This is an optimization exercise on Yosys and OpenROAD, whose aim is small area and a short achievable clock period, not a production implementation.
RTL that was checked went through simulation tests only; none was proved equivalent to the original.

== red ==
Design kps_core, start of the top module:
module kps_core #(
    parameter [7:0]  SENTINEL        = 8'hA5,
    parameter [3:0]  P_POS           = 4'b1001,
    parameter [3:0]  P_NEG           = 4'b0110,
    parameter [16:0] INIT_TICKS_FAST = 17'd50,
    parameter [16:0] INIT_TICKS_SLOW = 17'd1000
) (
    input  wire        clk,
    input  wire        rst,           
    input  wire        rx_valid,
    input  wire [39:0] rx_frame,
    output wire        rx_ready,
    input  wire        tick_fast,
    input  wire        tick_slow,
    output wire [3:0]  legs,
    output reg         tx_valid,
    output wire [39:0] tx_frame
);
For scale: ~84 flip-flops, ~91 I/O pins, ~0.0045 sq mm of cells after synthesis.
==> module kps_core, before the edit <==
module kps_core #(
    parameter [7:0]  SENTINEL        = 8'hA5,
    parameter [3:0]  P_POS           = 4'b1001,
    parameter [3:0]  P_NEG           = 4'b0110,
    parameter [16:0] INIT_TICKS_FAST = 17'd50,
    parameter [16:0] INIT_TICKS_SLOW = 17'd1000
) (
    input  wire        clk,
    input  wire        rst,           
    input  wire        rx_valid,
    input  wire [39:0] rx_frame,
    output wire        rx_ready,
    input  wire        tick_fast,
    input  wire        tick_slow,
    output wire [3:0]  legs,
    output reg         tx_valid,
    output wire [39:0] tx_frame
);
    localparam [9:0]  DEF_FAST = INIT_TICKS_FAST * 10;
    localparam [13:0] DEF_SLOW = INIT_TICKS_SLOW / 10;
    reg        rdy;                   
    reg        op_start, op_rb_f, op_rb_s;
    reg        sel_f, sel_s, tx_ch;   
    reg        set_f, set_s;          
    reg [9:0]  per_f;
    reg [13:0] per_s;
    reg [7:0]  flg_f, flg_s;
    reg        run_mode;
    reg        ph_nz;                 
    reg        stop_req;
    reg        pos, neg;              
    reg        arm_f, arm_s;
    reg [9:1]  cnt_f;                 
    reg [3:0]  pre_s;                 
    reg [13:0] cnt_s;                 
    assign rx_ready = rdy;
    assign legs     = {pos, neg, neg, pos};
    assign tx_frame = {({8{sel_f}} & flg_f) | ({8{sel_s}} & flg_s),
                       2'b00,
                       ({4{sel_s}} & per_s[13:10]),
                       ({10{sel_f}} & per_f) | ({10{sel_s}} & per_s[9:0]),
                       7'h20, tx_ch, SENTINEL};
    wire [3:0]  rx_op  = rx_frame[15:12];
    wire        rx_ch  = rx_frame[8];
    wire [15:0] rx_val = rx_frame[31:16];
    wire        take   = rdy && rx_valid && rx_frame[7:0] == SENTINEL;
    wire        tk     = take && !rst;
    wire        we_f   = take && rx_op == 4'h1 && !rx_ch;
    wire        we_s   = take && rx_op == 4'h1 &&  rx_ch;
    wire        rx_stp = take && rx_op == 4'h3;
    function gt_const;
        input [15:0] x;
        input [15:0] k;
        integer i;
        reg r;
        begin
            r = 1'b0;
            for (i = 0; i < 16; i = i + 1)
                r = k[i] ? (x[i] & r) : (x[i] | r);
            gt_const = r;
        end
    endfunction
    wire        f_lo = !gt_const(rx_val, 16'd9);
    wire        f_hi = gt_const(rx_val, 16'd1000);
    wire        s_lo = rx_val == 16'd0;
    wire        s_hi = gt_const(rx_val, 16'd10000);
    wire [9:0]  new_f = ({10{!f_lo && !f_hi}} & rx_val[9:0]) |
                        ({10{f_lo}} & 10'd10) | ({10{f_hi}} & 10'd1000);
    wire [13:0] new_s = ({14{!s_lo && !s_hi}} & rx_val[13:0]) |
                        ({14{s_lo}} & 14'd1) | ({14{s_hi}} & 14'd10000);
    wire [9:0]  peff_f = set_f ? per_f : DEF_FAST;
    wire [13:0] peff_s = set_s ? per_s : DEF_SLOW;
    wire start_ok = op_start && !run_mode;
    wire run1     = run_mode || start_ok;
    wire stop1    = stop_req && !start_ok;
    wire arm_f1   = arm_f || start_ok;
    wire arm_s1   = arm_s || start_ok;
    wire [9:0]  base_f = {cnt_f, peff_f[0]};
    wire [13:0] base_s = cnt_s;
    wire [3:0]  bpre_s = pre_s;
    wire        lt15   = base_f < 10'd15;
    wire        wrap_s = bpre_s == 4'd9;
    wire        last_s = wrap_s && base_s == 14'd1;
    wire        el_f   = tick_fast && arm_f1 && lt15;
    wire        tk_s   = tick_slow && arm_s1;
    wire        el_s   = tk_s && last_s;
    wire        f_act  = el_f && run1;
    wire        s_act  = el_s && run1;
    wire        sstop  = s_act && stop1;
    wire        rearm  = s_act && !stop1;
    wire [9:0]  dec_f  = base_f - 10'd10;
    wire [9:0]  tck_f  = !arm_f1 ? base_f : lt15 ? peff_f : dec_f;
    reg  [9:0]  n_cnt_f;
    reg  [13:0] n_cnt_s;
    reg  [3:0]  n_pre_s;
    reg         n_ph_nz;
    reg         n_pos, n_neg, n_arm_f;
    always @(*) begin
        if (s_act || !run1) n_cnt_f = peff_f;
        else if (tick_fast) n_cnt_f = tck_f;
        else                n_cnt_f = base_f;
        if (el_s || !run1) begin
            n_cnt_s = peff_s;
            n_pre_s = 4'd0;
        end else if (tk_s) begin
            n_cnt_s = wrap_s ? base_s - 14'd1 : base_s;
            n_pre_s = wrap_s ? 4'd0 : bpre_s + 4'd1;
        end else begin
            n_cnt_s = base_s;
            n_pre_s = bpre_s;
        end
        n_ph_nz = ph_nz && !start_ok;
        n_pos   = pos;
        n_neg   = neg;
        n_arm_f = arm_f1;
        if (f_act) begin
            if (!n_ph_nz) begin         
                n_pos = 1'b1; n_neg = 1'b0; n_ph_nz = 1'b1;
            end else if (pos) begin     
                n_pos = 1'b0; n_neg = 1'b1;
            end else begin              
                n_pos = 1'b0; n_neg = 1'b0; n_arm_f = 1'b0;
            end
        end
        if (s_act) begin
            n_ph_nz = 1'b0;
            if (!stop1) n_arm_f = 1'b1;
        end
    end
    always @(posedge clk) begin
        rdy       <= !tk;
        op_start  <= tk && rx_op == 4'h2;
        op_rb_f   <= tk && rx_op == 4'h4 && !rx_ch;
        op_rb_s   <= tk && rx_op == 4'h4 &&  rx_ch;
        tx_valid  <= (op_rb_f || op_rb_s) && !rst;
        sel_f     <= op_rb_f && set_f;
        sel_s     <= op_rb_s && set_s;
        tx_ch     <= op_rb_s;
        if (we_f) begin
            per_f <= new_f;
            flg_f <= rx_frame[39:32];
        end
        if (we_s) begin
            per_s <= new_s;
            flg_s <= rx_frame[39:32];
        end
        cnt_f <= n_cnt_f[9:1];
        cnt_s <= n_cnt_s;
        pre_s <= n_pre_s;
        if (rst) begin
            set_f    <= 1'b0;
            set_s    <= 1'b0;
            run_mode <= 1'b0;
            ph_nz    <= 1'b0;
            stop_req <= 1'b0;
            pos      <= 1'b0;
            neg      <= 1'b0;
            arm_f    <= 1'b0;
            arm_s    <= 1'b0;
        end else begin
            if (we_f) set_f <= 1'b1;
            if (we_s) set_s <= 1'b1;
            run_mode <= run1 && !sstop;
            ph_nz    <= n_ph_nz;
            stop_req <= (stop1 && !sstop) || rx_stp;
            pos      <= n_pos;
            neg      <= n_neg;
            arm_f    <= n_arm_f && !we_f;
            arm_s    <= arm_s1 && !sstop && !we_s;
        end
    end
endmodule
==> flow/config.mk <==
export PLATFORM = sky130hd
export DESIGN_NAME = kps_core
export DESIGN_NICKNAME = kps_core
export VERILOG_FILES = /design/flow/design.v
export SDC_FILE = /design/flow/constraint.sdc
export NUM_CORES = 4
export LEC_CHECK = 0
export ABC_AREA = 1
export CAP_MARGIN = 20
export CORE_MARGIN = 2
export CORE_UTILIZATION = 40
export CTS_BUF_LIST = sky130_fd_sc_hd__clkbuf_8
export SETUP_SLACK_MARGIN = 5
export SLEW_MARGIN = 20
export TNS_END_PERCENT = 100
==> flow/constraint.sdc <==
create_clock -name core_clock -period 8.0 [get_ports {clk}]
set_input_delay 1.6000 -clock core_clock [delete_from_list [all_inputs] [get_ports {clk}]]
set_output_delay 1.6000 -clock core_clock [all_outputs]
set_load 0.01 [all_outputs]
standard.sh (not shown) runs the stock make flow with config.mk's settings and CLKGATE_MAP_FILE= SYNTH_SCRIPT=/design/flow/synth_recipe.tcl, a recipe that flattens the netlist after the stock synthesis.
==> flow/flow/run.sh <==
#!/bin/bash
# Standard ORFS layout (the standard.sh) with the standard synthesis; the
# port buffers use buf_1 instead of the delay cell buffer_ports picks by
# default (every port still gets its own buffer).
set -euo pipefail
bash standard.sh synth > synth.log 2>&1
bash standard.sh "BUFFER_PORTS_ARGS=-buffer_cell sky130_fd_sc_hd__buf_1"  finish > finish.log 2>&1
red has completed all stages; timing, DRC and antenna checks passed.
## Diff of input files: blue against red
-- flow/design.v --
<<< red, line 69
    wire [13:0] new_s = ({14{!s_lo && !s_hi}} & rx_val[13:0]) |
                        ({14{s_lo}} & 14'd1) | ({14{s_hi}} & 14'd10000);
    wire [9:0]  peff_f = set_f ? per_f : DEF_FAST;
    wire [13:0] peff_s = set_s ? per_s : DEF_SLOW;
    wire start_ok = op_start && !run_mode;
    wire run1     = run_mode || start_ok;
>>> blue, line 69
    wire [13:0] new_s = ({14{!s_lo && !s_hi}} & rx_val[13:0]) |
                        ({14{s_lo}} & 14'd1) | ({14{s_hi}} & 14'd10000);
    wire [9:0]  peff_f = per_f;
    wire [13:0] peff_s = per_s;
    wire start_ok = op_start && !run_mode;
    wire run1     = run_mode || start_ok;
<<< red, line 137
        sel_s     <= op_rb_s && set_s;
        tx_ch     <= op_rb_s;
        if (we_f) begin
            per_f <= new_f;
            flg_f <= rx_frame[39:32];
        end
        if (we_s) begin
            per_s <= new_s;
            flg_s <= rx_frame[39:32];
        end
        cnt_f <= n_cnt_f[9:1];
        cnt_s <= n_cnt_s;
>>> blue, line 137
        sel_s     <= op_rb_s && set_s;
        tx_ch     <= op_rb_s;
        if (rst) begin
            per_f <= DEF_FAST;
            per_s <= DEF_SLOW;
        end else begin
            if (we_f) per_f <= new_f;
            if (we_s) per_s <= new_s;
        end
        if (we_f) flg_f <= rx_frame[39:32];
        if (we_s) flg_s <= rx_frame[39:32];
        cnt_f <= n_cnt_f[9:1];
        cnt_s <= n_cnt_s;
[summary]
Summary: with red as the reference, average wire per standard cell in blue moved up by a few percent. Going from red to blue, design area shrank slightly. Summary of blue over red: flip-flop and latch count neither gained nor lost much, area of all sequential standard cells lost 10%. Via count, red and blue, higher one = blue.
The RTL of blue was laid out without a check of its function.

## port drivers added, routing unchanged
The flow's constraints put no driver on any port. The routed layouts listed below were extracted and timed again, unchanged, in two steps. Step 1, drivers: a clkbuf_16 drives clk and a buf_2 each remaining input, both assumed. Step 2 adds t to the input delays and takes it off the output delays; t is the mean of the earliest and latest rising clock arrival at the registers after step 1. Input paths then give back, and output paths get back, about the clock's delay inside the block. a / b / c = ideal ports / drivers / drivers and shift; a / b = the first two.
run	t (ns)	slack for setup (ns)	worst hold slack (ns)	worst slew at a driven data input, ns
red	0.393	5.160 / 5.125 / 4.877	0.402 / 0.402 / 0.402	0.04
blue	0.401	5.089 / 5.056 / 4.837	0.375 / 0.375 / 0.375	0.04
After both steps every run listed still meets setup and hold. The setup slack of red, which loses most, moves by -0.035 ns with the drivers and by -0.283 ns with both steps.
